Context: an optimization exercise on an open-source flow, tuned for small area, a short achievable clock period and few clock cycles. The choices shown serve that exercise and are no tape-out recipe.
In this exercise RTL edits were held to simulation tests only and were not proved equivalent to the original.
No activity file was given, so power comes from the tool's default toggle rates.

## design/flow/design.v

```verilog
module bace (
    input  wire        clk,
    input  wire        rst,
    input  wire        req_valid,
    input  wire        req_we,
    input  wire [4:0]  req_addr,
    input  wire [31:0] req_wdata,
    output reg         rsp_valid,
    output reg  [31:0] rsp_rdata,
    output wire        irq
);
    localparam [2:0] E_ILLEGAL      = 3'd1;
    localparam [2:0] E_FULL         = 3'd2;
    localparam [2:0] E_RANGE        = 3'd3;
    localparam [2:0] E_LAGMIN       = 3'd4;
    localparam [2:0] E_INSUFFICIENT = 3'd5;
    localparam [2:0] E_SHORT        = 3'd6;
    localparam [2:0] Q_IDLE  = 3'd0;
    localparam [2:0] Q_WIN   = 3'd1;    
    localparam [2:0] Q_STEP  = 3'd2;    
    localparam [2:0] Q_SWEEP = 3'd3;    
    localparam [2:0] Q_DRAIN = 3'd4;    
    reg         op_v, op_fast, op_rd, op_cmd;
    reg         op_wctrl, op_wlag, op_wthr, op_wsd;
    reg  [4:0]  op_addr;
    reg  [31:0] op_wd;
    reg         k_nop, k_clear, k_push, k_pushb, k_window, k_seek, k_step, k_sweep;
    reg         ie_err, ie_swept;
    reg  [2:0]  errcode;
    reg  [31:0] errcmd_l;    
    reg  [15:0] lagmin;
    reg  [31:0] thresh;
    reg  [31:0] sdata;
    reg         zstate, nonfin;
    reg  [10:0] len;
    reg  [5:0]  nwords;      
    reg  [1023:0] memv;
    reg  [31:0] stage;       
    reg         edge_f;
    reg  [31:0] win;
    reg  [15:0] pos;
    reg  [8:0]  dist_r, dlag_r;
    reg         dvalid;
    reg  [8:0]  best_lag, best_dist;    
    reg         found, swept;
    reg         last_bit;
    reg         enc_hi, enc_lo;         
    reg         irq_r;
    reg         rsp_pend;
    reg  [2:0]  seq;
    reg         seq_sweep;
    reg  [9:0]  tgt;
    reg  [479:0] S;
    reg  [9:0]  p;
    reg  [10:0] q;           
    reg  [4:0]  fr;          
    reg  [31:15] fb;         
    assign irq = irq_r;
    wire [9:0]  half   = len[10:1];
    wire        done_f = (pos >= {6'd0, half});
    wire        full_f = len[10];
    wire        errf   = (errcode != 3'd0);
    wire [4:0]  kpairs = (nwords[5:1]) - 5'd1;
    wire [31:0] status = {23'd0, full_f, swept, found, dvalid, done_f,
                          nonfin, edge_f, zstate, errf};
    wire [7:0]  i_opc   = req_wdata[31:24];
    wire [23:0] i_arg   = req_wdata[23:0];
    wire        i_arg0  = (i_arg == 24'd0);
    wire in_clear = (i_opc == 8'h01) && i_arg0;
    wire in_push  = (i_opc == 8'h02) && i_arg0;
    wire in_fast  = req_we && ((req_addr != 5'd0) || in_clear || in_push);
    always @(posedge clk) begin
        op_addr  <= req_addr;
        op_wd    <= req_wdata;
        op_rd    <= !req_we;
        op_cmd   <= req_we && (req_addr == 5'd0);
        op_wctrl <= req_we && (req_addr == 5'd1);
        op_wlag  <= req_we && (req_addr == 5'd5);
        op_wthr  <= req_we && (req_addr == 5'd6);
        op_wsd   <= req_we && (req_addr == 5'd8);
        k_nop    <= (i_opc == 8'h00) && i_arg0;
        k_clear  <= in_clear;
        k_push   <= in_push;
        k_pushb  <= (i_opc == 8'h03) && (i_arg[23:1] == 23'd0);
        k_window <= (i_opc == 8'h04) && (i_arg[7:0] < 8'd32);
        k_seek   <= (i_opc == 8'h05) && (i_arg[23:16] == 8'd0);
        k_step   <= (i_opc == 8'h06) && i_arg0;
        k_sweep  <= (i_opc == 8'h07) && i_arg0;
    end
    wire [31:0] c     = op_wd;
    wire [15:0] w_idx = c[23:8];
    wire [7:0]  w_sh  = c[7:0];
    wire ex_cmd = op_v && op_cmd;
    wire win_bad = (w_idx[15:5] != 11'd0) ||
                   ({1'b0, w_idx[4:0]} >= nwords) ||
                   (w_sh != 8'd0 && ({1'b0, w_idx[4:0]} + 6'd1) >= nwords);
    wire enc_bit  = enc_hi ? 1'b1 : (enc_lo ? 1'b0 : zstate);
    wire push_b   = k_push ? enc_bit : c[0];
    wire push_ok  = ex_cmd && !errf && (k_push || k_pushb) && !full_f;
    wire [4:0] ls = len[4:0];
    reg  [31:0] stage_nx;
    integer k;
    always @(*) begin
        for (k = 0; k < 32; k = k + 1)
            stage_nx[k] = (k[4:0] == ls) ? push_b : ((k[4:0] < ls) ? stage[k] : 1'b0);
    end
    wire [31:0] n_sd = (op_v && op_wsd) ? op_wd : sdata;
    wire [31:0] n_th = (op_v && op_wthr) ? op_wd : thresh;
    wire nan_s = (n_sd[30:23] == 8'hFF) && (n_sd[22:0] != 23'd0);
    wire nan_t = (n_th[30:23] == 8'hFF) && (n_th[22:0] != 23'd0);
    wire mag_gt = (n_sd[30:0] > n_th[30:0]);
    wire mag_lt = (n_sd[30:0] < n_th[30:0]);
    wire bz     = (n_sd[30:0] == 31'd0) && (n_th[30:0] == 31'd0);
    wire ss = n_sd[31], ts = n_th[31];
    wire n_enc_hi = !nan_s && !nan_t &&
                    ((!ss && !ts && mag_gt) || (!ss && ts && !bz) || (ss && ts && mag_lt));
    wire n_enc_lo = !nan_s && !nan_t &&
                    ((!ss && ts && mag_lt) || (ss && ts && !bz) || (ss && !ts && mag_gt));
    reg         vA;
    reg  [8:0]  lagA;
    reg  [4:0]  ga [0:29];
    reg         vB;
    reg  [8:0]  lagB;
    reg  [6:0]  pb [0:5];
    reg         vC;
    reg  [8:0]  lagC;
    reg  [8:0]  dC;
    wire [479:0] xa = memv[479:0] ^ S;
    function [4:0] pop16(input [15:0] v);
        integer b;
        begin
            pop16 = 5'd0;
            for (b = 0; b < 16; b = b + 1)
                pop16 = pop16 + {4'd0, v[b]};
        end
    endfunction
    reg [14:0] wact;
    integer g;
    always @(posedge clk) begin
        for (g = 0; g < 15; g = g + 1)
            wact[g] <= (g < kpairs);
    end
    reg [4:0] gm [0:29];
    always @(*) begin
        for (g = 0; g < 30; g = g + 1)
            gm[g] = wact[g / 2] ? ga[g] : 5'd0;
    end
    wire inj = ((seq == Q_STEP) && (p == tgt)) ||
               ((seq == Q_SWEEP) && (p >= lagmin[9:0]) && (p != half));
    wire [8:0] dsum = {2'd0, pb[0]} + {2'd0, pb[1]} + {2'd0, pb[2]} +
                      {2'd0, pb[3]} + {2'd0, pb[4]} + {2'd0, pb[5]};
    always @(posedge clk) begin
        for (g = 0; g < 30; g = g + 1)
            ga[g] <= pop16(xa[16*g +: 16]);
        lagA <= p[8:0];
        for (g = 0; g < 6; g = g + 1)
            pb[g] <= {2'd0, gm[5*g]} + {2'd0, gm[5*g+1]} + {2'd0, gm[5*g+2]} +
                     {2'd0, gm[5*g+3]} + {2'd0, gm[5*g+4]};
        lagB <= lagA;
        dC   <= dsum;
        lagC <= lagB;
        if (rst) begin
            vA <= 1'b0; vB <= 1'b0; vC <= 1'b0;
        end else begin
            vA <= inj; vB <= vA; vC <= vB;
        end
    end
    wire s_load = (seq == Q_IDLE);
    wire feed   = q[10] ? 1'b0 : fb[q[9:5]];
    wire [4:0] fsel = s_load ? 5'd0 : fr;
    integer w;
    always @(posedge clk) begin
        if (s_load) begin
            S  <= memv[479:0];
            p  <= 10'd0;
            q  <= 11'd480;
            fr <= 5'd1;
        end else begin
            S  <= {feed, S[479:1]};
            p  <= p + 10'd1;
            q  <= q + 11'd1;
            fr <= fr + 5'd1;
        end
        for (w = 15; w < 32; w = w + 1)
            fb[w] <= memv[32*w + fsel];
    end
    reg [31:0] rd_val;
    always @(*) begin
        case (op_addr)
            5'd1:  rd_val = {30'd0, ie_swept, ie_err};
            5'd2:  rd_val = status;
            5'd3:  rd_val = {29'd0, errcode};
            5'd4:  rd_val = errf ? errcmd_l : 32'd0;
            5'd5:  rd_val = {16'd0, lagmin};
            5'd6:  rd_val = thresh;
            5'd8:  rd_val = sdata;
            5'd10: rd_val = {21'd0, len};
            5'd11: rd_val = {26'd0, nwords};
            5'd12: rd_val = {16'd0, pos};
            5'd13: rd_val = {21'd0, pos[15:5]};
            5'd14: rd_val = {27'd0, pos[4:0]};
            5'd15: rd_val = {23'd0, dist_r};
            5'd16: rd_val = {23'd0, dlag_r};
            5'd17: rd_val = {23'd0, best_lag};
            5'd18: rd_val = found ? {23'd0, best_dist} : 32'h0000_FFFF;
            5'd19: rd_val = win;
            5'd21: rd_val = 32'h0400_0020;
            default: rd_val = 32'd0;
        endcase
    end
    reg         n_ie_err, n_ie_swept;
    reg  [2:0]  n_errcode;
    reg  [15:0] n_lagmin;
    reg  [31:0] n_thresh, n_sdata;
    reg         n_zstate, n_nonfin;
    reg  [10:0] n_len;
    reg  [5:0]  n_nwords;
    reg         n_edge;
    reg  [31:0] n_win;
    reg  [15:0] n_pos;
    reg  [8:0]  n_dist, n_dlag, n_best_lag, n_best_dist;
    reg         n_dvalid, n_found, n_swept;
    reg  [2:0]  n_seq;
    reg         n_seq_sweep;
    reg  [9:0]  n_tgt;
    reg         slow_rsp;        
    task automatic clear_all;
        begin
            n_errcode = 3'd0;
            n_zstate = 1'b0; n_nonfin = 1'b0;
            n_len = 11'd0; n_nwords = 6'd0; n_edge = 1'b0; n_win = 32'd0;
            n_pos = 16'd0;
            n_dist = 9'd0; n_dlag = 9'd0; n_dvalid = 1'b0;
            n_best_lag = 9'd0; n_best_dist = 9'd0;
            n_found = 1'b0; n_swept = 1'b0;
        end
    endtask
    task automatic seek(input [15:0] lag);
        begin
            n_pos = lag;
            n_best_lag = 9'd0; n_best_dist = 9'd0;
            n_found = 1'b0; n_dvalid = 1'b0; n_swept = 1'b0;
        end
    endtask
    always @(*) begin
        n_ie_err = ie_err; n_ie_swept = ie_swept;
        n_errcode = errcode;
        n_lagmin = lagmin; n_thresh = thresh; n_sdata = sdata;
        n_zstate = zstate; n_nonfin = nonfin;
        n_len = len; n_nwords = nwords; n_edge = edge_f; n_win = win; n_pos = pos;
        n_dist = dist_r; n_dlag = dlag_r; n_dvalid = dvalid;
        n_best_lag = best_lag; n_best_dist = best_dist;
        n_found = found; n_swept = swept;
        n_seq = seq; n_seq_sweep = seq_sweep; n_tgt = tgt;
        slow_rsp = 1'b0;
        if (vC) begin
            n_dist   = dC;
            n_dlag   = lagC;
            n_dvalid = 1'b1;
            if (!found || dC < best_dist) begin
                n_best_dist = dC;
                n_best_lag  = lagC;
                n_found     = 1'b1;
            end
            n_pos = {7'd0, lagC} + 16'd1;
        end
        case (seq)
        Q_WIN: begin
            if (p == tgt) begin
                n_win = S[31:0];
                n_seq = Q_IDLE;
                slow_rsp = 1'b1;
            end
        end
        Q_STEP: begin
            if (p == tgt) n_seq = Q_DRAIN;
        end
        Q_SWEEP: begin
            if (p == half) n_seq = Q_DRAIN;
        end
        Q_DRAIN: begin
            if (!vA && !vB) begin
                if (seq_sweep) n_swept = 1'b1;
                n_seq = Q_IDLE;
                slow_rsp = 1'b1;
            end
        end
        default: ;
        endcase
        if (op_v) begin
            if (op_wctrl) begin n_ie_err = op_wd[0]; n_ie_swept = op_wd[1]; end
            if (op_wlag) n_lagmin = op_wd[15:0];
            if (op_wthr) n_thresh = op_wd;
            if (op_wsd)  n_sdata  = op_wd;
        end
        if (ex_cmd) begin
            if (!op_fast) slow_rsp = 1'b1;
            if (errf) begin
                if (k_clear) clear_all;
            end else if (k_nop) begin
            end else if (k_clear) begin
                clear_all;
            end else if (k_push || k_pushb) begin
                if (full_f) begin
                    n_errcode = E_FULL;
                end else begin
                    if (k_push) begin
                        n_zstate = enc_bit;
                        if (sdata[30:23] == 8'hFF) n_nonfin = 1'b1;
                    end
                    if (len != 11'd0 && push_b != last_bit) n_edge = 1'b1;
                    n_len   = len + 11'd1;
                    if (ls == 5'd0) n_nwords = nwords + 6'd1;
                    n_swept = 1'b0;
                end
            end else if (k_window) begin
                if (win_bad) begin
                    n_errcode = E_RANGE;
                end else begin
                    n_tgt = {w_idx[4:0], w_sh[4:0]};
                    n_seq = Q_WIN;
                    slow_rsp = 1'b0;
                end
            end else if (k_seek) begin
                seek(c[15:0]);
            end else if (k_step) begin
                if (done_f) begin
                    n_dvalid = 1'b0;
                end else if (nwords < 6'd2) begin
                    n_errcode = E_SHORT;
                end else begin
                    n_tgt = pos[9:0];
                    n_seq = Q_STEP;
                    n_seq_sweep = 1'b0;
                    slow_rsp = 1'b0;
                end
            end else if (k_sweep) begin
                if (lagmin == 16'd0) begin
                    n_errcode = E_LAGMIN;
                end else if ({5'd0, len} <= {lagmin, 1'b0}) begin
                    n_errcode = E_INSUFFICIENT;
                end else if (nwords < 6'd2) begin
                    n_errcode = E_SHORT;
                end else begin
                    seek(lagmin);
                    n_seq = Q_SWEEP;
                    n_seq_sweep = 1'b1;
                    slow_rsp = 1'b0;
                end
            end else begin
                n_errcode = E_ILLEGAL;
            end
        end
    end
    wire f_ctrl  = op_fast && op_wctrl;
    wire f_clr   = op_fast && op_cmd && k_clear;
    wire f_psh   = op_fast && op_cmd && k_push && !errf;
    wire f_ie_err   = f_ctrl ? op_wd[0] : ie_err;
    wire f_ie_swept = f_ctrl ? op_wd[1] : ie_swept;
    wire f_errf  = f_clr ? 1'b0 : ((f_psh && full_f) ? 1'b1 : errf);
    wire f_swept = f_clr ? 1'b0 : ((f_psh && !full_f) ? 1'b0 : swept);
    wire f_full  = f_clr ? 1'b0 : ((f_psh && len == 11'd1023) ? 1'b1 : full_f);
    wire f_irq   = (f_ie_err & f_errf) | (f_ie_swept & f_swept);
    wire irq_push = f_errf ? f_irq : (f_full ? (f_ie_err | (f_ie_swept & f_swept)) : 1'b0);
    wire irq_pred = (req_addr == 5'd0) ? (req_wdata[25] & irq_push) :
                    (req_addr == 5'd1) ? ((req_wdata[0] & f_errf) | (req_wdata[1] & f_swept)) :
                    f_irq;
    wire irq_cur = (ie_err & errf) | (ie_swept & swept);
    always @(posedge clk) begin
        rsp_rdata <= rd_val;
        enc_hi <= n_enc_hi;
        enc_lo <= n_enc_lo;
        if (ex_cmd && !errf) errcmd_l <= c;
        if (push_ok) begin
            stage    <= stage_nx;
            last_bit <= push_b;
        end
        if (rst) begin
            op_v      <= 1'b0;
            op_fast   <= 1'b0;
            rsp_valid <= 1'b0;
            rsp_pend  <= 1'b0;
            irq_r     <= 1'b0;
            ie_err    <= 1'b0;
            ie_swept  <= 1'b0;
            errcode   <= 3'd0;
            lagmin    <= 16'd0;
            thresh    <= 32'd0;
            sdata     <= 32'd0;
            zstate    <= 1'b0;
            nonfin    <= 1'b0;
            len       <= 11'd0;
            nwords    <= 6'd0;
            edge_f    <= 1'b0;
            win       <= 32'd0;
            pos       <= 16'd0;
            dist_r    <= 9'd0;
            dlag_r    <= 9'd0;
            dvalid    <= 1'b0;
            best_lag  <= 9'd0;
            best_dist <= 9'd0;
            found     <= 1'b0;
            swept     <= 1'b0;
            seq       <= Q_IDLE;
            seq_sweep <= 1'b0;
            tgt       <= 10'd0;
        end else begin
            op_v      <= req_valid;
            op_fast   <= req_valid && in_fast;
            rsp_valid <= (req_valid && in_fast) || (op_v && op_rd) || rsp_pend;
            rsp_pend  <= slow_rsp;
            irq_r     <= (req_valid && in_fast) ? irq_pred : (op_fast ? irq_r : irq_cur);
            ie_err    <= n_ie_err;
            ie_swept  <= n_ie_swept;
            errcode   <= n_errcode;
            lagmin    <= n_lagmin;
            thresh    <= n_thresh;
            sdata     <= n_sdata;
            zstate    <= n_zstate;
            nonfin    <= n_nonfin;
            len       <= n_len;
            nwords    <= n_nwords;
            edge_f    <= n_edge;
            win       <= n_win;
            pos       <= n_pos;
            dist_r    <= n_dist;
            dlag_r    <= n_dlag;
            dvalid    <= n_dvalid;
            best_lag  <= n_best_lag;
            best_dist <= n_best_dist;
            found     <= n_found;
            swept     <= n_swept;
            seq       <= n_seq;
            seq_sweep <= n_seq_sweep;
            tgt       <= n_tgt;
        end
    end
    integer m;
    always @(posedge clk) begin
        for (m = 0; m < 32; m = m + 1)
            if (push_ok && len[9:5] == m[4:0])
                memv[32*m +: 32] <= stage_nx;
    end
endmodule
```

## design/flow/run.sh

```bash
#!/bin/bash
# synth_recipe.tcl (not shown) runs the flow's synth.tcl, then flattens the netlist and writes it again
# the make line also repeats each setting of config.mk as NAME=value (left out here)
make -C /OpenROAD-flow-scripts/flow DESIGN_CONFIG=/design/flow/config.mk WORK_HOME=/design/flow/orfs CLKGATE_MAP_FILE= SYNTH_SCRIPT=/design/flow/synth_recipe.tcl finish
```

## design/flow/config.mk

```make
export PLATFORM = sky130hd
export DESIGN_NAME = bace
export DESIGN_NICKNAME = bace
export VERILOG_FILES = /design/flow/design.v
export SDC_FILE = /design/flow/constraint.sdc
export NUM_CORES = 4
export LEC_CHECK = 0
export CAP_MARGIN = 20
export CORE_MARGIN = 2
export CORE_UTILIZATION = 40
export SLEW_MARGIN = 20
```

## design/flow/constraint.sdc

```tcl
create_clock -name core_clock -period 12.0 [get_ports {clk}]
set_input_delay 2.4000 -clock core_clock [delete_from_list [all_inputs] [get_ports {clk}]]
set_output_delay 2.4000 -clock core_clock [all_outputs]
set_load 0.01 [all_outputs]
```

==> summary.md, run 1 <==
| Metric | Value |
|---|---|
| CTS H-tree lvls | 4 |
| Synth Cell Area | about 95,000 um2 |
| Fin nets | slightly above 9,000 |
| Max Fclk | 233.0 MHz |
| Die Y | about 490 um |
| Root Buffer | clkbuf_16 |
| Vias | slightly above 60,000 |
| Simple-gate area share of the yosys netlist | 12.79% |
| I/O pin total | 75 |
| Leakage | 43.29 nW |
| Post-CTS Setup Bufs | 0 |
| Clk latency of the worst-skew pair | around 0.86 ns |
| Outcome | timing/DRC/antenna clean |
| Adder-Cell Fraction of Synth Area | approximately an eighth |
| Register area share after synthesis | 56.67% |
| Peak supply drop | about 0.16 mV |
| Port-buffer cells | 74 |
| Final Cycle Share | between 30% and 40% |
| Gr ovfl total | 0 |
| Dpl ws | around 7.3 ns |
| Syn Inst Count | 8,327 |
| First-pass GRT wire length | roughly 400,000 um |
| Routed Antenna Nets | 0 |
| Max cap viols | 0 |
| CTS buffer count | approximately 220 |
| Initial antenna violation count | 30 |
| Initial Utilization | between 40% and 50% |
| WHS | 0.3276 ns |
| Post-CTS sizing | 0 |
| Setup TNS | 0 ns |
| Startpoint types | flip-flop |
| Post-synthesis xor/xnor area fraction | about 5.8% |
| Rel. slew slack | between 20% and 30% |
| Top cells by area, synth | edfxtp_1 34%, dfxtp_1 22%, fa_1 8.7% |
| Total Wirelength | ~270,000 um |
| Clock sinks | between 2,000 and 2,500 |
| Post-synth cell types | between 80 and 90 |
| Synth top area share | between 30% and 40% |
| Number of global-route vias before repair | ~62,000 |
| Worst Path Required | about 13 ns |
| Ys Warns | 4 |
| Hold Violations, Final | 0 |
| DP HPWL | ~170,000 um |
| Final setup viols | 0 |
| Skew final | between 0.04 and 0.05 ns |
| Syn-to-layout area delta | 13.00% |
| HP Start | lagA[5]$_DFF_P_ |
| Bufs on Longest Clock Path | 3 |
| Mux cell area share after synthesis | under 10% |
| Die Footprint | ~240,000 um2 |
| Synth async-reset ratio | 0% |
| Die X | between 400 and 500 um |
| Synth area leader | edfxtp_1 |
| Post-synthesis compound-gate area fraction | under 10% |
| Syn nets | between 9,000 and 10,000 |
| CTS tree | yes |
| Largest net degree at the start of global routing | 207 |
| Largest family of logic cells by synthesized area | simple AND/OR/NAND/NOR gates |
| Clock-pin transition on the worst setup and hold timing paths | about 0.06 ns |
| Critical path origin | seq[2]$_SDFF_PP0_ |
| WL per Instance | about 23 um |
| Worst path arrival time | between 5 and 6 ns |
| Prevailing post-synth register cell | edfxtp_1 |
| Ratio of cells with drive above 1 in the final layout | 7.293% |
| Worst Path Class, Setup | reg2reg |
| Critical R2R Launch | seq[2]$_SDFF_PP0_ |
| Iteration-0 DRC count of the detailed router | between 6,000 and 7,000 |
| Hold crit path type | reg2reg |
| Setup repair after global routing missed its margin | false |
| Router iterations before antenna repair | 6 |
| Synth Area per Inst | around 11 um2 |
| FP Rows | roughly 180 |
| Fillers | between 20,000 and 25,000 |
| #FFs+latches synth | 2,153 |
| Via/cell ratio | 5.247 |
| Number of max-slew violations in the final report | 0 |
| Core Footprint | 237,400 um2 |
| Minimum clock period | 4.291 ns |
| Fin worst setup slack | between 7 and 8 ns |
| Multi-input logic area | 38,480 um2 |
| Post-synth EDFFs | about 1,100 |
| GPL Wtd Cong | between 0.9 and 1 |
| Drt drc | 0 |
| Seq. cell area | approximately 54,000 um2 |
| Crit-path max FO | roughly 140 |
| CP endpoint kind | flip-flop |
| PD cells | between 100 and 150 nW/um2 |
| GR Util All Layers | a little over a fifth |
| Hold_buf cts | 0 |
| Worst-Margin Slew | 1.112 ns |
==> worst paths after layout <==
kind / end / slack [ns] / cells past startpoint
max: S[388]$_DFF_P_ / 7.71 / 7
min: lagB[5]$_DFF_P_ / 0.33 / 0
max reg2reg: S[388]$_DFF_P_ / 7.71 / 7
min reg2reg: lagB[5]$_DFF_P_ / 0.33 / 0
==> cells by family after synthesis <==
kind of cell,count (synthesis)
flip-flops,2153
XOR/XNOR,630
multiplexers,212
buffers and inverters,837
AO/OA/AOI/OAI,896
adder cells (fa/ha/maj),710
AND/OR/NAND/NOR,2889
==> per-layer routing <==
metal	up-vias	routed length [um]	track usage, %
li1	28339	-	-
met4	0	9235	7.450
met1	30615	113300	29.61
met2	2303	125300	35.64
met3	462	18690	3.119
met5	-	0	0
==> area by class of cell <==
cell class	instances	share of cell area [%]
tap	3167	3.681
multi-input combinational	5337	35.74
timing repair buffer	193	1.569
clock inverter	119	1.373
clock buffer	304	5.789
inverter	478	1.668
antenna	11	0.02557
sequential	2153	50.16
==> synth_stat cells (50+ instances only) <==
cell / number
xor2_1: 340
dfxtp_1: 1065
ha_1: 298
fa_1: 412
nor2b_1: 75
a22oi_1: 50
a21o_1: 52
a211oi_1: 53
xnor2_1: 290
and3_1: 75
a21oi_1: 230
clkbuf_1: 250
nor2_1: 309
edfxtp_1: 1088
and2_1: 79
nand3_1: 145
nor3_1: 50
mux2i_1: 177
o21ai_0: 144
nand2_1: 1984
inv_1: 473
buf_2: 70
==> registers in the layout (all words and copies together) (netlist names), 11 cells and up <==
register / cells
S: 480
errcmd_l: 32
fb: 17
ga: 150
lagmin: 16
len: 11
memv: 1024
op_wd: 32
pb: 42
pos: 16
q: 11
rsp_rdata: 32
sdata: 32
stage: 31
thresh: 32
wact: 15
win: 32
==> power by group <==
part	internal (W)	switching (W)
registers	0.00767	0.0000294
logic	0.0000340	0.0000583
clock network	0.00422	0.00302
total	0.0119	0.00311
==> metrics by stage <==
step / total power, W / instance area [um2] / instances / utilization (%)
after floorplan: 0.007884 / 95280 / 8327 / -
after global placement: 0.007942 / 99880 / 11327 / 42.07
after detailed placement: 0.007942 / 99880 / 11327 / 42.07
after CTS: 0.01514 / 107600 / 11750 / 45.32
after global routing: 0.01542 / 107600 / 11753 / 45.34
final: 0.01502 / 107700 / 11762 / 45.35
==> worst max-delay path, cell delays in order, from the launching register on <==
cell	delay, ns
dfxtp_1	0.52
nor3_2	0.37
buf_12	0.53
buf_4	0.81
buf_4	0.78
buf_4	0.73
nand2_1	0.13
nand2_1	0.10
==> cell usage in the layout, fill, tap and decap left out, types with 50 or more instances in the layout <==
cell type        netlist  routed
nand2_1             1984    1981
edfxtp_1            1088    1088
a22oi_1               50      50
mux2i_1              177     177
xor2_1               340     340
and2_1                79      75
nor2b_1               75      75
clkbuf_1             250      53
ha_1                 298     298
xnor2_1              290     290
fa_1                 412     412
buf_4                 10     116
clkdlybuf4s50_1        0      73
inv_1                473     473
and3_1                75      75
nor2_1               309     276
a21oi_1              230     225
o21ai_0              144     134
clkbuf_16              0     229
nand3_1              145     145
a21o_1                52      52
dfxtp_1             1065    1062
a211oi_1              53      53
Testbench counts, summed over its fixed seeds: cycles 42,731.
==> run 2: changes to the inputs <==
==> design/flow/flow/run.sh (new file) <==
#!/bin/bash
# The standard layout, with the timing repair steps aiming at a setup slack
# of 8 ns (the design's 12 ns clock and constraints are unchanged).
set -euo pipefail
bash standard.sh SETUP_SLACK_MARGIN=8 finish > make_finish.log 2>&1
==> design/flow/standard.sh (new file) <==
#!/bin/bash
# synth_recipe.tcl (not shown) runs the flow's synth.tcl, then flattens the netlist and writes it again
# the make line also repeats each setting of config.mk as NAME=value (left out here)
make -C /OpenROAD-flow-scripts/flow DESIGN_CONFIG=/design/flow/config.mk WORK_HOME=/design/flow/orfs CLKGATE_MAP_FILE= SYNTH_SCRIPT=/design/flow/synth_recipe.tcl "${@:-finish}"
removed: design/flow/run.sh
==> run 2 against run 1 <==
  * Cell count increased by 0.11%
  * Cell area hardly changed
  * Area after synthesis unchanged
  * Routed wire length is 2.1% higher
  * Highest routed layer is now met5
==> summary.md, run 2 <==
| Metric | Value |
|---|---|
| Die Y | 492.1 um (unchanged) |
| Syn nets | 9,078 (unchanged) |
| Largest net degree at the start of global routing | 194 (-6.3%) |
| Layout Cells excl Fill | 11,775 (+0.11%) |
| Post-synth top cells | 1,984 x nand2_1, 1,088 x edfxtp_1, 1,065 x dfxtp_1 |
| FP Rows | 179 (unchanged) |
| Routed Antenna Nets | 0 (unchanged) |
| Max FFs per register | 1,024 (unchanged) |
| Worst Path Required | 12.45 ns (-0.34 ns) |
| Via/cell ratio | 5.258 (+0.20%) |
| PD cells | 137.9 nW/um2 (-1.2%) |
| Initial antenna violation count | 31 (+3.3%) |
| DP HPWL | 168,000 um (+1.8%) |
| Synth area leader | edfxtp_1 |
| Total Wirelength | 272,100 um (+2.1%) |
| Synth Cell Area | 95,280 um2 (unchanged) |
| Largest family of logic cells by synthesized area | simple AND/OR/NAND/NOR gates |
| Synth Area per Inst | 11.44 um2 (unchanged) |
| WHS | 0.3256 ns (-0.001967 ns) |
| Clock-pin transition on the worst setup and hold timing paths | 0.06 ns (about the same) |
| Critical R2R Launch | op_v$_SDFF_PP0_ |
| Synth top area share | 34.29% (unchanged) |
| Bufs on Longest Clock Path | 3 (unchanged) |
| Clk latency of the worst-skew pair | 0.87 ns (about the same) |
| GPL Wtd Cong | 0.9533 (-0.60%) |
| Final Cycle Share | 34.28% (-1.5 points) |
| Root Buffer | clkbuf_16 |
| GR Util All Layers | 22.16% (+0.38 points) |
| Syn-to-layout area delta | 13.05% (about the same) |
| Peak supply drop | 0.1426 mV (-13%) |
| CTS tree | yes |
| Hold crit path type | reg2reg |
| Post-synth EDFFs | 1,088 (unchanged) |
| WL per Instance | 23.11 um (+2.0%) |
| Syn Inst Count | 8,327 (unchanged) |
| Fillers | 21,644 (+0.43%) |
| Number of max-slew violations in the final report | 0 (unchanged) |
| Leakage | 43.42 nW (+0.31%) |
| Seq. cell area | 54,000 um2 (about the same) |
| Initial Utilization | 40.13% (unchanged) |
| Minimum clock period | 4.114 ns (-0.1772 ns) |
| Setup repair after global routing missed its margin | true |
| Worst Path Class, Setup | reg2reg |
| Vias | 61,912 (+0.31%) |
| Adder-Cell Fraction of Synth Area | 12.57% (unchanged) |
| Register area share after synthesis | 56.67% (unchanged) |
| #FFs+latches synth | 2,153 (unchanged) |
| Max Fclk | 243.1 MHz (+4.3%) |
| Drt drc | 0 (unchanged) |
| Prevailing post-synth register cell | edfxtp_1 |
| Iteration-0 DRC count of the detailed router | 6,192 (-3.1%) |
| Post-CTS Setup Bufs | 0 (unchanged) |
| CP endpoint kind | flip-flop |
| HP Start | lagA[8]$_DFF_P_ |
| Port-buffer cells | 74 (unchanged) |
| Core Footprint | 237,400 um2 (unchanged) |
| Outcome | timing/DRC/antenna clean |
| Hold_buf cts | 0 (unchanged) |
| DP Area | 100,000 um2 (+0.16%) |
| I/O pin total | 75 (unchanged) |
| Worst path arrival time | 4.57 ns (-0.51 ns) |
| Most frequent cells in the layout | 1,981 x nand2_1, 1,088 x edfxtp_1, 1,061 x dfxtp_1 |
| Regs by FF count | memv: 1024 flops, S: 480 flops, ga: 150 flops |
| Crit-path max FO | 16 (-88%) |
| First-pass GRT wire length | 402,500 um (+1.4%) |
| Post-synthesis compound-gate area fraction | 6.427% (unchanged) |
| Post-route cell area | 107,700 um2 (about the same) |
| Worst-Margin Slew | 1.397 ns (+0.2848 ns) |
| Placed Instances | 11,339 (+0.11%) |
| Simple-gate area share of the yosys netlist | 12.79% (unchanged) |
| Commonest non-fill, non-tap cell in the layout | nand2_1 |
| Multi-input logic area | 38,580 um2 (+0.27%) |
| Reg with most FFs | memv |
| Router iterations before antenna repair | 9 (+3) |
| Post-synthesis xor/xnor area fraction | 5.791% (unchanged) |
| Mux cell area share after synthesis | 2.320% (unchanged) |
| Setup TNS | 0 ns (unchanged) |
| Die Footprint | 242,100 um2 (unchanged) |
| Most frequent cell after synthesis | nand2_1 |
| Gr ovfl total | 0 (unchanged) |
| Rel. slew slack | 6.895% (-19 points) |
| Max cap viols | 0 (unchanged) |
| Ys Warns | 4 (unchanged) |
| CTS H-tree lvls | 4 (unchanged) |
| Number of global-route vias before repair | 62,041 (+0.48%) |
| Clock sinks | 2,153 (unchanged) |
| Top cells by area, synth | edfxtp_1 34%, dfxtp_1 22%, fa_1 8.7% |
| Ratio of cells with drive above 1 in the final layout | 7.373% (+0.080 points) |
| Hold Violations, Final | 0 (unchanged) |
| CTS buffer count | 222 (-0.45%) |
| Critical path origin | op_v$_SDFF_PP0_ |
| Startpoint types | flip-flop |
| Synth async-reset ratio | 0% (unchanged) |
| Post-synth cell types | 89 (unchanged) |
| Fin nets | 9,153 (+0.18%) |
| Final setup viols | 0 (unchanged) |
| Die X | 492.1 um (unchanged) |
| Skew final | 0.05996 ns (+0.01219 ns) |
[run 2: worst max-delay path: stages, from the launching register on]
cell and delay [ns]:
dfxtp_1 0.84, nand2_1 0.21, buf_4 0.28, nor4_1 0.68
nand3_1 0.87, nor2_4 0.77
[run 2: worst paths after layout]
path	slack, ns	cells after the start	to
max	7.89	5	memv[934]$_DFFE_PP_
min	0.33	0	lagB[8]$_DFF_P_
max reg2reg	7.89	5	memv[934]$_DFFE_PP_
min reg2reg	0.33	0	lagB[8]$_DFF_P_
[run 2: what timing repair did]
action	CTS	global route
cloned	0	2
pin swaps	0	2
endpoints found under the setup margin	115	154
resized for setup	38	7
[run 2: logic make-up (layout without fill, tap and decap cells)]
| group | count (synthesis) | in the layout |
|---|---|---|
| and+or+nand+nor | 2889 | 2891 |
| xor gates and xnor gates | 630 | 630 |
| other | 0 | 9 |
| muxes | 212 | 212 |
| AOI/OAI and AO/OA | 896 | 896 |
| DFF | 2153 | 2153 |
| adders and majority gates | 710 | 710 |
| buffers and inverters | 837 | 1107 |
[run 2: stage by stage]
step | total power [W] | utilization, % | setup WS (ns)
final | 0.01485 | 45.37 | 7.886
after global routing | 0.01526 | 45.36 | 7.843
after CTS | 0.01497 | 45.30 | 8.009
after detailed placement | 0.007942 | 42.14 | 6.964
after global placement | 0.007942 | 42.14 | 6.997
after floorplan | 0.007884 | - | 7.637
[run 2: power breakdown]
| part | total (W) | switching [W] | leakage (nW) | internal, W |
|---|---|---|---|---|
| clock | 0.00707 | 0.00298 | 3.66 | 0.00409 |
| combinational | 0.0000922 | 0.0000591 | 21.8 | 0.0000331 |
| sequential | 0.00769 | 0.0000280 | 18.0 | 0.00767 |
[run 2: layout make-up]
class                      instances  share of cell area, %
sequential                      2153                  50.14
multi-input combinational       5339                  35.82
clock buffer                     336                  6.015
tap                             3167                  3.679
timing repair buffer             208                  1.696
inverter                         478                  1.668
clock inverter                    85                 0.9665
antenna                            9                0.02091
[run 2: metal layers]
layer  global-route usage [%]  wire, um
met1                    29.78    114600
met5                        0        25
met2                    35.96    126600
met4                    8.598     11320
met3                    3.479     19590
==> run 3: changes to the inputs <==
--- a/design/flow/design.v
+++ b/design/flow/design.v
@@ -119,10 +119,8 @@
     reg         vA;
-    reg  [8:0]  lagA;
     reg  [4:0]  ga [0:29];
     reg         vB;
-    reg  [8:0]  lagB;
     reg  [6:0]  pb [0:5];
     reg         vC;
-    reg  [8:0]  lagC;
     reg  [8:0]  dC;
+    wire [8:0]  lagC = p[8:0] - 9'd3;
     wire [479:0] xa = memv[479:0] ^ S;
@@ -154,3 +152,2 @@
             ga[g] <= pop16(xa[16*g +: 16]);
-        lagA <= p[8:0];
         for (g = 0; g < 6; g = g + 1)
@@ -158,5 +155,3 @@
                      {2'd0, gm[5*g+3]} + {2'd0, gm[5*g+4]};
-        lagB <= lagA;
         dC   <= dsum;
-        lagC <= lagB;
         if (rst) begin
--- a/design/flow/config.mk
+++ b/design/flow/config.mk
@@ -9,3 +9,3 @@
 export CORE_MARGIN = 2
-export CORE_UTILIZATION = 40
+export CORE_UTILIZATION = 55
 export SLEW_MARGIN = 20
==> run 3 against run 2 <==
  * Critical path depth down 4
  * Cell area decreased by 2.1%
  * Area after synthesis down 1.0%
  * Clock power down 3.7%
  * Cell count decreased by 8.7%
==> summary.md, run 3 <==
| Metric | Value |
|---|---|
| Outcome | timing/DRC/antenna clean |
| CP top delay family | flip-flops |
| Worst-Margin Slew | 1.185 ns (-0.2118 ns) |
| Final Cycle Share | 32.93% (-1.4 points) |
| Top cells by area, synth | edfxtp_1 35%, dfxtp_1 22%, fa_1 8.7% |
| Setup TNS | 0 ns (unchanged) |
| CP Cell Sequence | dlygate4sd2_1 |
| Fin worst setup slack | 8.049 ns (+0.1628 ns) |
| Synth async-reset ratio | 0% (unchanged) |
| CP endpoint kind | output pin |
| Leakage | 43.23 nW (-0.44%) |
| Ys Warns | 4 (unchanged) |
| Initial antenna violation count | 21 (-32%) |
| Port-buffer cells | 74 (unchanged) |
| Most frequent cells in the layout | 1,983 x nand2_1, 1,088 x edfxtp_1, 1,031 x dfxtp_1 |
| Syn-to-layout area delta | 11.76% |
| Slowest CP cell | dfxtp_1 |
| Clock Power Share | 46.9% (-0.7 points) |
| CTS buffer count | 217 (-2.3%) |
| Regs by FF count | memv: 1024 flops, S: 480 flops, ga: 150 flops |
| Post-synth EDFFs | 1,088 (unchanged) |
| Root Buffer | clkbuf_16 |
| Number of global-route vias before repair | 60,108 (-3.1%) |
| Synth top area share | 34.64% (+0.35 points) |
| Max Fclk | 253.1 MHz (+4.1%) |
| Worst path arrival time | 1.55 ns (-3.02 ns) |
| Syn Inst Count | 8,255 (-0.86%) |
| Routed Antenna Nets | 0 (unchanged) |
| Hold endpoint | rsp_rdata[24]$_DFF_P_ |
| Worst r2r path cells | 10 (+5) |
| Worst Path Required | 9.60 ns (-2.85 ns) |
| GPL Wtd Cong | 0.9477 (-0.59%) |
| Clock sinks | 2,126 (-1.3%) |
| Skew final | 0.04314 ns (-0.01682 ns) |
| First-pass GRT wire length | 396,500 um (-1.5%) |
| Drt drc | 0 (unchanged) |
| #FFs+latches synth | 2,126 (-1.3%) |
| Post-synth top cells | 1,987 x nand2_1, 1,088 x edfxtp_1, 1,038 x dfxtp_1 |
| I/O pin total | 75 (unchanged) |
| Peak supply drop | 0.1483 mV (+4.0%) |
| Most frequent cell after synthesis | nand2_1 |
| GR Util All Layers | 30.84% (+8.7 points) |
| CTS H-tree lvls | 4 (unchanged) |
| FF-to-FF setup slack | 8.19 ns (+0.30 ns) |
| Die Y | 418.1 um (-15%) |
| FP Rows | 151 (-16%) |
| Rel. slew slack | 21.01% (+14 points) |
| Net Sw Frac | 20.76% (+0.10 points) |
| Max FFs per register | 1,024 (unchanged) |
| Die X | 418.1 um (-15%) |
| Dpl ws | 6.683 ns (-0.2806 ns) |
| Largest net degree at the start of global routing | 185 (-4.6%) |
| Gr ovfl total | 0 (unchanged) |
| R2R Path End | fb[22]$_DFF_P_ |
| Synth Cell Area | 94,320 um2 (-1.0%) |
| Via/cell ratio | 5.674 (+7.9%) |
| Commonest non-fill, non-tap cell in the layout | nand2_1 |
| Ratio of cells with drive above 1 in the final layout | 7.763% (+0.39 points) |
| PD cells | 137.7 nW/um2 (-0.14%) |
| Hold Violations, Final | 0 (unchanged) |
| HP Start | errcmd_l[24]$_DFFE_PP_ |
| Max cap viols | 0 (unchanged) |
| Startpoint types | flip-flop |
| Psw | 0.003013 W (-1.8%) |
| Synth Area per Inst | 11.43 um2 (-0.14%) |
| Buf/Inv on CP | 1 (unchanged) |
| Register area share after synthesis | 56.67% (about the same) |
| Number of max-slew violations in the final report | 0 (unchanged) |
| Vias | 61,014 (-1.5%) |
| Setup repair after global routing missed its margin | true |
| Clk latency of the worst-skew pair | 0.87 ns (about the same) |
| Synth area leader | edfxtp_1 |
| DP HPWL | 167,100 um (-0.51%) |
| Final core utilization | 62.06% (+17 points) |
| Flop pwr share | 52.4% (+0.6 points) |
| Crit-path max FO | 1 (-15) |
| Minimum clock period | 3.951 ns (-0.1628 ns) |
| Bufs on Longest Clock Path | 3 (unchanged) |
| Post-synth cell types | 86 (-3.4%) |
| Fin nets | 9,088 (-0.71%) |
| Die Footprint | 174,800 um2 (-28%) |
| Critical R2R Launch | fr[0]$_SDFF_PP1_ |
| WL per Instance | 24.95 um (+8.0%) |
| Comb pwr share | 0.8% (+0.2 points) |
| Hold crit path type | reg2reg |
| Initial Utilization | 55.53% (+15 points) |
| Hold depth | 2 (+2) |
| Total Wirelength | 268,300 um (-1.4%) |
| Iteration-0 DRC count of the detailed router | 6,016 (-2.8%) |
| CTS tree | yes |
| Final setup viols | 0 (unchanged) |
| Worst Path Class, Setup | reg2out |
| Prevailing post-synth register cell | edfxtp_1 |
| WHS | 0.4421 ns (+0.1165 ns) |
| Router iterations before antenna repair | 8 (-1) |
| Internal power | 0.01150 W (-2.4%) |
| Syn nets | 9,006 (-0.79%) |
| Clock-pin transition on the worst setup and hold timing paths | 0.06 ns (about the same) |
| Largest stage delay on the critical path | 0.40 ns (-0.47 ns) |
| Reg with most FFs | memv |
| Core Footprint | 169,800 um2 (-28%) |
==> run 3: cell types whose count changed in the layout (fill, tap and decap cells not counted), moves of 16 or more <==
cell	delta
xor2_1	+66
xnor2_1	-56
nor2_1	+50
inv_1	-46
dfxtp_1	-30
and3_1	-28
clkbuf_1	-27
clkinv_2	+21
o22ai_1	+19
a311oi_1	+17
mux2_2	+16
==> run 3: what timing repair did <==
action                     CTS  global route
gates resized for setup     40            15
buffers inserted             0             6
hold buffers                 0             0
pin swaps                    0             9
setup endpoints to repair   76            67
==> run 3: worst max path at each step <==
stage                                     from                  to  slack (ns)  depth (start not counted)
after floorplan                  req_wdata[29]  irq_r$_SDFFE_PP0P_        7.67                          6
after global placement            req_wdata[3]  irq_r$_SDFFE_PP0P_        6.66                          7
after detailed placement          req_wdata[4]  irq_r$_SDFFE_PP0P_        6.68                          7
after CTS                         req_wdata[3]  irq_r$_SDFFE_PP0P_        7.92                          7
after global routing          fr[0]$_SDFF_PP1_      fb[22]$_DFF_P_        7.97                         10
final                     rsp_valid$_SDFF_PP0_           rsp_valid        8.05                          1
==> run 3: cell type report <==
cell class | count | area (um2)
Fill cell | 13624 | 64440
Tap cell | 2218 | 2775
Clock buffer | 299 | 6183
Antenna cell | 7 | 17.52
Timing Repair Buffer | 214 | 1896
Sequential cell | 2126 | 53460
Inverter | 429 | 1613
Clock inverter | 111 | 1027
Multi-Input combinational cell | 5349 | 38440
==> run 3: cell families (layout without fill, tap and decap cells) <==
kind of cell / after synthesis / in the layout / share of synthesized area, %
AND/OR/NAND/NOR: 2924 / 2924 / 13.01
flip-flops: 2126 / 2126 / 56.67
AO/OA/AOI/OAI: 856 / 856 / 6.080
buffers and inverters: 780 / 1053 / 3.153
adder cells (fa/ha/maj): 710 / 710 / 12.70
XOR/XNOR: 642 / 642 / 5.961
multiplexers: 217 / 217 / 2.432
other: 0 / 7 / 0
==> run 3: power groups by stage <==
| stage | Clock (W) | Sequential (W) | Combinational (W) |
|---|---|---|---|
| 2_1_floorplan | 0 | 0.00774 | 0.0000556 |
| 3_3_place_gp | 0 | 0.00776 | 0.000106 |
| 3_5_place_dp | 0 | 0.00776 | 0.000107 |
| 4_1_cts | 0.00690 | 0.00760 | 0.000106 |
| 5_1_grt | 0.00718 | 0.00760 | 0.000116 |
| 6_report | 0.00681 | 0.00760 | 0.000110 |
==> run 3: metal layers <==
layer / GRT usage, % / wire length (um) / vias up
met5: 0 / 0 / -
met1: 44.00 / 117100 / 30376
met2: 48.99 / 123800 / 2140
met4: 9.215 / 8075 / 0
li1: - / - / 28053
met3: 4.648 / 19260 / 445
==> run 3: stage by stage <==
step	cell area (um2)	total power (W)	std cells
final	105400	0.01451	10753
after global routing	105400	0.01489	10746
after CTS	105200	0.01461	10740
after detailed placement	98060	0.007863	10330
after global placement	97980	0.007863	10327
after floorplan	94320	0.007799	8255
Testbench counts of run 3, summed over its fixed seeds: cycles 42,731.
==> run 4: changes to the inputs <==
--- a/design/flow/design.v
+++ b/design/flow/design.v
@@ -22,2 +22,3 @@
     localparam [2:0] Q_DRAIN = 3'd4;    
+    localparam [2:0] Q_CHK   = 3'd5;    
     reg         op_v, op_fast, op_rd, op_cmd;
@@ -27,2 +28,3 @@
     reg         k_nop, k_clear, k_push, k_pushb, k_window, k_seek, k_step, k_sweep;
+    reg         k_pp;        
     reg         ie_err, ie_swept;
@@ -50,3 +52,6 @@
     reg  [2:0]  seq;
+    reg         busy;        
     reg         seq_sweep;
+    reg  [1:0]  kind;        
+    reg         c_winbad, c_done, c_short, c_lag0, c_insuf;
     reg  [9:0]  tgt;
@@ -88,2 +93,4 @@
         k_sweep  <= (i_opc == 8'h07) && i_arg0;
+        k_pp     <= req_we && (req_addr == 5'd0) &&
+                    (in_push || ((i_opc == 8'h03) && (i_arg[23:1] == 23'd0)));
     end
@@ -98,3 +105,3 @@
     wire push_b   = k_push ? enc_bit : c[0];
-    wire push_ok  = ex_cmd && !errf && (k_push || k_pushb) && !full_f;
+    wire push_ok  = op_v && k_pp && !errf && !full_f;
     wire [4:0] ls = len[4:0];
@@ -127,7 +134,35 @@
     function [4:0] pop16(input [15:0] v);
-        integer b;
+        reg t1, t2, t3, t4, t5, t6, t7, t8, t9, t10, t11, t12, t13, t14, t15, t16, t17, t18, t19, t20, t21, t22, t23, t24, t25, t26, t27, t28, t29, t30;
         begin
-            pop16 = 5'd0;
-            for (b = 0; b < 16; b = b + 1)
-                pop16 = pop16 + {4'd0, v[b]};
+            t1 = v[0] ^ v[10] ^ v[11];
+            t2 = (v[0] & v[10]) | (v[0] & v[11]) | (v[10] & v[11]);
+            t3 = v[12] ^ v[13] ^ v[14];
+            t4 = (v[12] & v[13]) | (v[12] & v[14]) | (v[13] & v[14]);
+            t5 = v[15] ^ v[1] ^ v[2];
+            t6 = (v[15] & v[1]) | (v[15] & v[2]) | (v[1] & v[2]);
+            t7 = v[3] ^ v[4] ^ v[5];
+            t8 = (v[3] & v[4]) | (v[3] & v[5]) | (v[4] & v[5]);
+            t9 = v[6] ^ v[7] ^ v[8];
+            t10 = (v[6] & v[7]) | (v[6] & v[8]) | (v[7] & v[8]);
+            t11 = v[9] ^ t1 ^ t3;
+            t12 = (v[9] & t1) | (v[9] & t3) | (t1 & t3);
+            t13 = t5 ^ t7 ^ t9;
+            t14 = (t5 & t7) | (t5 & t9) | (t7 & t9);
+            t15 = t10 ^ t2 ^ t4;
+            t16 = (t10 & t2) | (t10 & t4) | (t2 & t4);
+            t17 = t6 ^ t8 ^ t12;
+            t18 = (t6 & t8) | (t6 & t12) | (t8 & t12);
+            t19 = t14 ^ t15 ^ t17;
+            t20 = (t14 & t15) | (t14 & t17) | (t15 & t17);
+            t21 = t16 ^ t18 ^ t20;
+            t22 = (t16 & t18) | (t16 & t20) | (t18 & t20);
+            t23 = t11 ^ t13;
+            t24 = t11 & t13;
+            t25 = t19 ^ t24;
+            t26 = t19 & t24;
+            t27 = t21 ^ t26;
+            t28 = t21 & t26;
+            t29 = t22 ^ t28;
+            t30 = t22 & t28;
+            pop16 = {t30, t29, t27, t25, t23};
         end
@@ -162,3 +197,3 @@
     end
-    wire s_load = (seq == Q_IDLE);
+    wire s_load = !busy;
     wire feed   = q[10] ? 1'b0 : fb[q[9:5]];
@@ -218,2 +253,3 @@
     reg  [2:0]  n_seq;
+    reg  [1:0]  n_kind;
     reg         n_seq_sweep;
@@ -248,3 +284,3 @@
         n_found = found; n_swept = swept;
-        n_seq = seq; n_seq_sweep = seq_sweep; n_tgt = tgt;
+        n_seq = seq; n_seq_sweep = seq_sweep; n_tgt = tgt; n_kind = kind;
         slow_rsp = 1'b0;
@@ -282,2 +318,42 @@
         end
+        Q_CHK: begin
+            n_seq = Q_IDLE;
+            slow_rsp = 1'b1;
+            case (kind)
+            2'd0: begin
+                if (c_winbad) begin
+                    n_errcode = E_RANGE;
+                end else begin
+                    n_seq = Q_WIN;
+                    slow_rsp = 1'b0;
+                end
+            end
+            2'd1: begin
+                if (c_done) begin
+                    n_dvalid = 1'b0;
+                end else if (c_short) begin
+                    n_errcode = E_SHORT;
+                end else begin
+                    n_tgt = pos[9:0];
+                    n_seq = Q_STEP;
+                    n_seq_sweep = 1'b0;
+                    slow_rsp = 1'b0;
+                end
+            end
+            default: begin
+                if (c_lag0) begin
+                    n_errcode = E_LAGMIN;
+                end else if (c_insuf) begin
+                    n_errcode = E_INSUFFICIENT;
+                end else if (c_short) begin
+                    n_errcode = E_SHORT;
+                end else begin
+                    seek(lagmin);
+                    n_seq = Q_SWEEP;
+                    n_seq_sweep = 1'b1;
+                    slow_rsp = 1'b0;
+                end
+            end
+            endcase
+        end
         default: ;
@@ -310,36 +386,9 @@
                 end
-            end else if (k_window) begin
-                if (win_bad) begin
-                    n_errcode = E_RANGE;
-                end else begin
-                    n_tgt = {w_idx[4:0], w_sh[4:0]};
-                    n_seq = Q_WIN;
-                    slow_rsp = 1'b0;
-                end
+            end else if (k_window || k_step || k_sweep) begin
+                n_tgt  = {w_idx[4:0], w_sh[4:0]};
+                n_kind = k_window ? 2'd0 : (k_step ? 2'd1 : 2'd2);
+                n_seq  = Q_CHK;
+                slow_rsp = 1'b0;
             end else if (k_seek) begin
                 seek(c[15:0]);
-            end else if (k_step) begin
-                if (done_f) begin
-                    n_dvalid = 1'b0;
-                end else if (nwords < 6'd2) begin
-                    n_errcode = E_SHORT;
-                end else begin
-                    n_tgt = pos[9:0];
-                    n_seq = Q_STEP;
-                    n_seq_sweep = 1'b0;
-                    slow_rsp = 1'b0;
-                end
-            end else if (k_sweep) begin
-                if (lagmin == 16'd0) begin
-                    n_errcode = E_LAGMIN;
-                end else if ({5'd0, len} <= {lagmin, 1'b0}) begin
-                    n_errcode = E_INSUFFICIENT;
-                end else if (nwords < 6'd2) begin
-                    n_errcode = E_SHORT;
-                end else begin
-                    seek(lagmin);
-                    n_seq = Q_SWEEP;
-                    n_seq_sweep = 1'b1;
-                    slow_rsp = 1'b0;
-                end
             end else begin
@@ -368,2 +417,8 @@
         if (ex_cmd && !errf) errcmd_l <= c;
+        c_winbad <= win_bad;
+        c_done   <= done_f;
+        c_short  <= (nwords < 6'd2);
+        c_lag0   <= (lagmin == 16'd0);
+        c_insuf  <= ({5'd0, len} <= {lagmin, 1'b0});
+        kind     <= n_kind;
         if (push_ok) begin
@@ -399,2 +454,3 @@
             seq       <= Q_IDLE;
+            busy      <= 1'b0;
             seq_sweep <= 1'b0;
@@ -428,2 +484,3 @@
             seq       <= n_seq;
+            busy      <= (n_seq != Q_IDLE) && (n_seq != Q_CHK);
             seq_sweep <= n_seq_sweep;
--- a/design/flow/config.mk
+++ b/design/flow/config.mk
@@ -9,3 +9,3 @@
 export CORE_MARGIN = 2
-export CORE_UTILIZATION = 55
+export CORE_UTILIZATION = 40
 export SLEW_MARGIN = 20
==> run 4 against run 3 <==
  * Area after synthesis down 1.7%
  * Sequential share of layout area up 0.24 points
  * Global-route usage down 10 points
  * Die area up 35%
  * First-iteration DRC count down 16%
  * Routed wire length down 8.4%
  * Critical endpoint is now irq
==> summary.md, run 4 <==
| Metric | Value |
|---|---|
| Iteration-0 DRC count of the detailed router | 5,071 (-16%) |
| Max Fclk | 255.1 MHz (+0.79%) |
| Fin nets | 7,585 (-17%) |
| Die X | 485.4 um (+16%) |
| Root Buffer | clkbuf_16 |
| Prevailing post-synth register cell | edfxtp_1 |
| Setup repair after global routing missed its margin | false |
| Flop pwr share | 51.5% (-0.9 points) |
| FP Rows | 176 (+17%) |
| Post-synth cell types | 81 (-5.8%) |
| Psw | 0.003067 W (+1.8%) |
| Top cells by area, synth | edfxtp_1 35%, dfxtp_1 23%, fa_1 9.5% |
| PD cells | 140.7 nW/um2 (+2.2%) |
| Total Wirelength | 245,700 um (-8.4%) |
| Hold crit path type | reg2reg |
| CTS buffer count | 223 (+2.8%) |
| DP HPWL | 152,800 um (-8.6%) |
| Gr ovfl total | 0 (unchanged) |
| Final setup viols | 0 (unchanged) |
| Ys Warns | 4 (unchanged) |
| Syn Inst Count | 6,664 (-19%) |
| Drt drc | 0 (unchanged) |
| First-pass GRT wire length | 364,700 um (-8.0%) |
| Synth Cell Area | 92,700 um2 (-1.7%) |
| Synth area leader | edfxtp_1 |
| Skew final | 0.05008 ns (+0.006939 ns) |
| I/O pin total | 75 (unchanged) |
| Clock Power Share | 47.9% (+1.0 points) |
| GPL Wtd Cong | 0.9369 (-1.1%) |
| #FFs+latches synth | 2,135 (+0.42%) |
| Net Sw Frac | 20.70% (-0.061 points) |
| WL per Instance | 24.40 um (-2.2%) |
| Worst-Margin Slew | 1.109 ns (-0.07547 ns) |
| Max FFs per register | 1,024 (unchanged) |
| Leakage | 39.06 nW (-9.6%) |
| Core Footprint | 230,100 um2 (+35%) |
| Syn-to-layout area delta | 13.60% |
| Startpoint types | flip-flop |
| Bufs on Longest Clock Path | 3 (unchanged) |
| Slowest CP cell | dfxtp_1 |
| Syn nets | 7,417 (-18%) |
| CTS H-tree lvls | 4 (unchanged) |
| Vias | 53,016 (-13%) |
| Buf/Inv on CP | 1 (unchanged) |
| Register area share after synthesis | 57.88% (+1.2 points) |
| Die Footprint | 235,600 um2 (+35%) |
| Hold Violations, Final | 0 (unchanged) |
| Ratio of cells with drive above 1 in the final layout | 16.84% (+9.1 points) |
| Router iterations before antenna repair | 6 (-2) |
| Commonest non-fill, non-tap cell in the layout | edfxtp_1 |
| CP top delay family | flip-flops |
| Rel. slew slack | 25.64% (+4.6 points) |
| Clock-pin transition on the worst setup and hold timing paths | 0.06 ns (about the same) |
| Via/cell ratio | 5.265 (-7.2%) |
| Minimum clock period | 3.920 ns (-0.03090 ns) |
| Initial antenna violation count | 25 (+19%) |
| Clock sinks | 2,135 (+0.42%) |
| Peak supply drop | 0.1251 mV (-16%) |
| Most frequent cells in the layout | 1,090 x edfxtp_1, 1,042 x dfxtp_1, 548 x inv_1 |
| Outcome | timing/DRC/antenna clean |
| GR Util All Layers | 20.89% (-10 points) |
| Setup TNS | 0 ns (unchanged) |
| Die Y | 485.4 um (+16%) |
| Worst Path Required | 9.60 ns (about the same) |
| Synth top area share | 35.31% (+0.67 points) |
| Largest stage delay on the critical path | 0.37 ns (-0.03 ns) |
| Synth async-reset ratio | 0% (unchanged) |
| Post-synth EDFFs | 1,090 (+0.18%) |
| Initial Utilization | 40.28% (-15 points) |
| Clk latency of the worst-skew pair | 0.87 ns (about the same) |
| Internal power | 0.01175 W (+2.2%) |
| Number of max-slew violations in the final report | 0 (unchanged) |
| Crit-path max FO | 2 (+1) |
| Final Cycle Share | 32.67% (-0.26 points) |
| CP Cell Sequence | dlygate4sd2_1 |
| Max cap viols | 0 (unchanged) |
| Port-buffer cells | 74 (unchanged) |
| Post-synth top cells | 1,090 x edfxtp_1, 1,045 x dfxtp_1, 548 x inv_1 |
| Total Power | 0.01482 W (+2.1%) |
| CTS tree | yes |
| Reg with most FFs | memv |
| CP endpoint kind | output pin |
| Number of global-route vias before repair | 54,383 (-9.5%) |
| Most frequent cell after synthesis | edfxtp_1 |
| Worst Path Class, Setup | reg2out |
| Regs by FF count | memv: 1024 flops, S: 480 flops, ga: 150 flops |
| Routed Antenna Nets | 0 (unchanged) |
| Synth Area per Inst | 13.91 um2 (+22%) |
| Worst path arrival time | 1.52 ns (-0.03 ns) |
| Largest net degree at the start of global routing | 73 (-61%) |
| Comb pwr share | 0.6% (-0.2 points) |
==> run 4: cell count changes in the layout (fill, tap and decap cells not counted), sizes merged, moves of 97 or more <==
cell   previous run  this run
nand2          1987       354
nor2            375       276
a21oi           235       138
mux4              5       115
inv             439       561
mux2             47       505
xnor2           236       467
xor2            406       115
==> run 4: worst paths after layout <==
check	start	end	slack (ns)	cells past startpoint
min	errcmd_l[27]$_DFFE_PP_	rsp_rdata[27]$_DFF_P_	0.44	2
max reg2reg	errcode[0]$_SDFF_PP0_	memv[981]$_DFFE_PP_	8.16	7
min reg2reg	errcmd_l[27]$_DFFE_PP_	rsp_rdata[27]$_DFF_P_	0.44	2
max	irq_r$_SDFFE_PP0P_	irq	8.08	1
==> run 4: power groups by stage <==
stage               registers (W)  clock network, W  logic [W]
finish                    0.00763           0.00710  0.0000848
global route              0.00763           0.00752  0.0000918
CTS                       0.00763           0.00723  0.0000843
detailed placement        0.00779                 0  0.0000845
global placement          0.00779                 0  0.0000842
floorplan                 0.00777                 0  0.0000467
==> run 4: layout make-up <==
cell class / instances / area (um2)
fillers: 20333 / 124800
flip-flops and latches: 2135 / 53660
multi-input cells: 3733 / 36520
clock buffers: 332 / 6656
well taps: 3026 / 3786
inverters: 552 / 2074
repair buffers: 187 / 1579
clock inverters: 92 / 996.0
diodes: 12 / 30.03
==> run 4: stage by stage <==
step                      std cells  utilization [%]  setup slack (ns)  instance area (um2)  hold WS [ns]
after floorplan                6664                -             7.620                92730        0.4064
after global placement         9631            42.41             7.180                97600        0.4295
final                         10069            45.76             8.080               105300        0.4369
after global routing          10058            45.75             8.010               105300        0.4726
after CTS                     10057            45.74             8.019               105300        0.4425
after detailed placement       9633            42.43             7.215                97640        0.4294
==> run 4: timing repair <==
item                                   in CTS  in global routing
hold buffers                                0                  0
setup endpoints to repair                 109                 84
pin swaps                                   0                  0
gates resized for setup                    36                  4
endpoints found under the hold margin       0                  0
setup buffers                               0                  0
==> run 4: cells by family after synthesis <==
kind of cell	synth area share [%]
fa+ha+maj	13.19
buf+inv	3.280
xor+xnor	5.499
compound gates	4.110
mux	10.30
flops	57.88
simple gates	5.745
==> run 4: layer usage <==
metal  share of wire (%)  routed length [um]  vias up  track usage (%)
met3                 6.6               16120      410            3.021
met1                  42              103300    27050            28.17
met2                  48              117800     1862            34.47
met5                   0                   0        -                0
met4                 3.4                8454        0            7.206
li1                    -                   -    23694                -
Testbench counts of run 4, summed over its fixed seeds: cycles 42,749.
==> run 5: changes to the inputs <==
--- a/design/flow/config.mk
+++ b/design/flow/config.mk
@@ -9,3 +9,3 @@
 export CORE_MARGIN = 2
-export CORE_UTILIZATION = 40
+export CORE_UTILIZATION = 55
 export SLEW_MARGIN = 20
==> run 5 against run 4 <==
  * Clock power shrank 0.8%
  * Still clean
  * Critical path depth is the same
  * Sequential power is essentially flat
  * Worst setup slack gained 0.0051 ns
  * Via count shrank 0.48%
==> summary.md, run 5 <==
| Metric | Value |
|---|---|
| Hold_buf cts | 0 (unchanged) |
| Routed Antenna Nets | 0 (unchanged) |
| Final Cycle Share | 32.63% (-0.042 points) |
| #FFs+latches synth | 2,135 (unchanged) |
| Worst Path Required | 9.60 ns (about the same) |
| Post-CTS Setup Bufs | 0 (unchanged) |
| Largest stage delay on the critical path | 0.38 ns (about the same) |
| Setup repair after global routing missed its margin | false |
| Reg with most FFs | memv |
| Iteration-0 DRC count of the detailed router | 5,396 (+6.4%) |
| Max FFs per register | 1,024 (unchanged) |
| CTS tree | yes |
| Synth Area per Inst | 13.91 um2 (unchanged) |
| Initial Utilization | 55.43% (+15 points) |
| GR Util All Layers | 28.60% (+7.7 points) |
| Die Footprint | 171,800 um2 (-27%) |
| Post-synth top cells | 1,090 x edfxtp_1, 1,045 x dfxtp_1, 548 x inv_1 |
| Worst-Margin Slew | 1.139 ns (+0.02934 ns) |
| Multi-input logic area | 36,520 um2 (about the same) |
| Core Footprint | 167,200 um2 (-27%) |
| CP endpoint kind | output pin |
| Largest net degree at the start of global routing | 129 (+77%) |
| I/O pin total | 75 (unchanged) |
| Number of max-slew violations in the final report | 0 (unchanged) |
| Slowest CP cell | dfxtp_1 |
| Final setup viols | 0 (unchanged) |
| Most frequent cell after synthesis | edfxtp_1 |
| Max cap viols | 0 (unchanged) |
| DP HPWL | 154,600 um (+1.2%) |
| CTS H-tree lvls | 4 (unchanged) |
| Top cells by area, synth | edfxtp_1 35%, dfxtp_1 23%, fa_1 9.5% |
| Syn nets | 7,417 (unchanged) |
| Root Buffer | clkbuf_16 |
| Max Fclk | 255.4 MHz (+0.13%) |
| Minimum clock period | 3.915 ns (-0.005060 ns) |
| Bufs on Longest Clock Path | 3 (unchanged) |
| Vias | 52,764 (-0.48%) |
| Seq. cell area | 53,660 um2 (unchanged) |
| Clk latency of the worst-skew pair | 0.86 ns (about the same) |
| Regs by FF count | memv: 1024 flops, S: 480 flops, ga: 150 flops |
| Fin nets | 7,579 (-0.079%) |
| Skew final | 0.03171 ns (-0.01837 ns) |
| Buf/Inv on CP | 1 (unchanged) |
| Syn-to-layout area delta | 12.34% |
| Post-synth EDFFs | 1,090 (unchanged) |
| Rel. slew slack | 23.46% (-2.2 points) |
| Startpoint types | flip-flop |
| Synth async-reset ratio | 0% (unchanged) |
| Synth top area share | 35.31% (unchanged) |
| Worst path arrival time | 1.52 ns (about the same) |
| Worst Path Class, Setup | reg2out |
| Initial antenna violation count | 27 (+8.0%) |
| Post-synth cell types | 81 (unchanged) |
| Gr ovfl total | 0 (unchanged) |
| CP Cell Sequence | dlygate4sd2_1 |
| Die Y | 414.5 um (-15%) |
| Drt drc | 0 (unchanged) |
| Crit-path max FO | 2 (unchanged) |
| Via/cell ratio | 5.717 (+8.6%) |
| PD cells | 141.7 nW/um2 (+0.71%) |
| FP Rows | 150 (-15%) |
| Clock-pin transition on the worst setup and hold timing paths | 0.06 ns (about the same) |
| Dpl ws | 7.314 ns (+0.09900 ns) |
| CTS buffer count | 218 (-2.2%) |
| Ys Warns | 4 (unchanged) |
| Total Wirelength | 243,200 um (-1.0%) |
| Prevailing post-synth register cell | edfxtp_1 |
| Syn Inst Count | 6,664 (unchanged) |
| Leakage | 39.00 nW (-0.17%) |
| First-pass GRT wire length | 360,600 um (-1.1%) |
| Die X | 414.5 um (-15%) |
| GPL Wtd Cong | 0.9389 (+0.21%) |
| Synth Cell Area | 92,700 um2 (unchanged) |
| CP top delay family | flip-flops |
| Hold crit path type | reg2reg |
| Placed Instances | 8,809 (-8.6%) |
| Peak supply drop | 0.1829 mV (+46%) |
| Hold Violations, Final | 0 (unchanged) |
| Fillers | 12,793 (-37%) |
| Ratio of cells with drive above 1 in the final layout | 16.91% (+0.069 points) |
| Outcome | timing/DRC/antenna clean |
| Synth area leader | edfxtp_1 |
| Number of global-route vias before repair | 53,837 (-1.0%) |
| WL per Instance | 26.35 um (+8.0%) |
| Most frequent cells in the layout | 1,090 x edfxtp_1, 1,042 x dfxtp_1, 548 x inv_1 |
| Setup TNS | 0 ns (unchanged) |
| Port-buffer cells | 74 (unchanged) |
| Router iterations before antenna repair | 10 (+4) |
| Clock sinks | 2,135 (unchanged) |
| Layout Cells excl Fill | 9,230 (-8.3%) |
| Post-CTS sizing | 34 (-5.6%) |
| Register area share after synthesis | 57.88% (unchanged) |
| Fin worst setup slack | 8.085 ns (+0.005060 ns) |
| Commonest non-fill, non-tap cell in the layout | edfxtp_1 |
## run 5: cell families after synthesis
| group | after synthesis | synth area share [%] |
|---|---|---|
| AO/OA/AOI/OAI | 565 | 4.110 |
| XOR/XNOR | 582 | 5.499 |
| adder cells (fa/ha/maj) | 712 | 13.19 |
| buffers and inverters | 796 | 3.280 |
| flip-flops | 2135 | 57.88 |
| multiplexers | 747 | 10.30 |
| AND/OR/NAND/NOR | 1127 | 5.745 |
## run 5: area by class of cell
class                      count  area share [%]
antenna                        6         0.01442
inverter                     552           1.992
clock buffer                 324           6.186
clock inverter                90           1.055
timing repair buffer         186           1.507
multi-input combinational   3733           35.07
tap                         2204           2.648
sequential                  2135           51.53
## run 5: routing by layer
metal | track usage (%) | up-vias | share of wire [%]
li1 | - | 23690 | -
met1 | 40.28 | 26903 | 43
met2 | 45.82 | 1751 | 47
met3 | 4.124 | 416 | 6.5
met4 | 9.592 | 4 | 3.4
met5 | 0 | - | 0.011
## run 5: power by group
group | switching [W] | internal [W]
logic | 0.0000578 | 0.0000333
clock network | 0.00291 | 0.00413
registers | 0.0000216 | 0.00761
total | 0.00299 | 0.0118
## run 5: worst min-delay path: stages, from the launching register on
cell      delay [ns]
edfxtp_1        0.32
nand2_1         0.04
nand2_1         0.05
## run 5: final timing paths
path	startpoint	endpoint	slack, ns	cells after the start
max	irq_r$_SDFFE_PP0P_	irq	8.08	1
min	errcmd_l[20]$_DFFE_PP_	rsp_rdata[20]$_DFF_P_	0.44	2
max reg2reg	len[1]$_SDFFE_PP0P_	memv[74]$_DFFE_PP_	8.28	7
min reg2reg	errcmd_l[20]$_DFFE_PP_	rsp_rdata[20]$_DFF_P_	0.44	2
## run 5: per-stage QoR
| step | hold slack (ns) | total power (W) | utilization (%) | instance area, um2 |
|---|---|---|---|---|
| after global routing | 0.4538 | 0.01517 | 62.27 | 104100 |
| after CTS | 0.4396 | 0.01488 | 62.25 | 104100 |
| final | 0.4388 | 0.01476 | 62.27 | 104100 |
| after floorplan | 0.4064 | 0.007819 | - | 92730 |
| after detailed placement | 0.4250 | 0.007876 | 57.77 | 96600 |
| after global placement | 0.4230 | 0.007875 | 57.77 | 96600 |

==> afterwards: timing with drivers on the ports <==
The flow's constraints put no driver on any port. The routed layouts listed below were extracted and timed again, unchanged, in two steps. Step 1 sets driving cells, clkbuf_16 on the clock port and buf_2 on the other inputs (assumed; they add their load-dependent delay and slew). Step 2 adds t to the input delays and takes it off the output delays; t is the mean of the earliest and latest rising clock arrival at the registers after step 1. Input paths then give back, and output paths get back, about the clock's delay inside the block. a / b / c = no drivers / after step 1 / after step 2; a / b = the first two.
| run | t, ns | setup WS [ns] | hold slack, ns | clock arrival spread, ns | pins driven straight from the clock port |
|---|---|---|---|---|---|
| run 1 | 0.928 | 7.709 / 7.709 / 7.191 | 0.328 / 0.328 / 0.328 | 0.053 / 0.053 | 1 |
| run 2 | 0.930 | 7.886 / 7.886 / 7.349 | 0.326 / 0.326 / 0.326 | 0.069 / 0.069 | 1 |
| run 3 | 0.945 | 8.049 / 7.957 / 7.185 | 0.442 / 0.442 / 0.442 | 0.043 / 0.043 | 1 |
| run 4 | 0.933 | 8.080 / 7.993 / 7.221 | 0.437 / 0.437 / 0.437 | 0.056 / 0.055 | 1 |
| run 5 | 0.925 | 8.085 / 8.002 / 7.283 | 0.439 / 0.439 / 0.439 | 0.036 / 0.036 | 1 |
After both steps setup and hold are still met in every run listed. For run 3, which loses most, drivers alone change the setup slack by -0.092 ns; drivers and shift together by -0.864 ns.
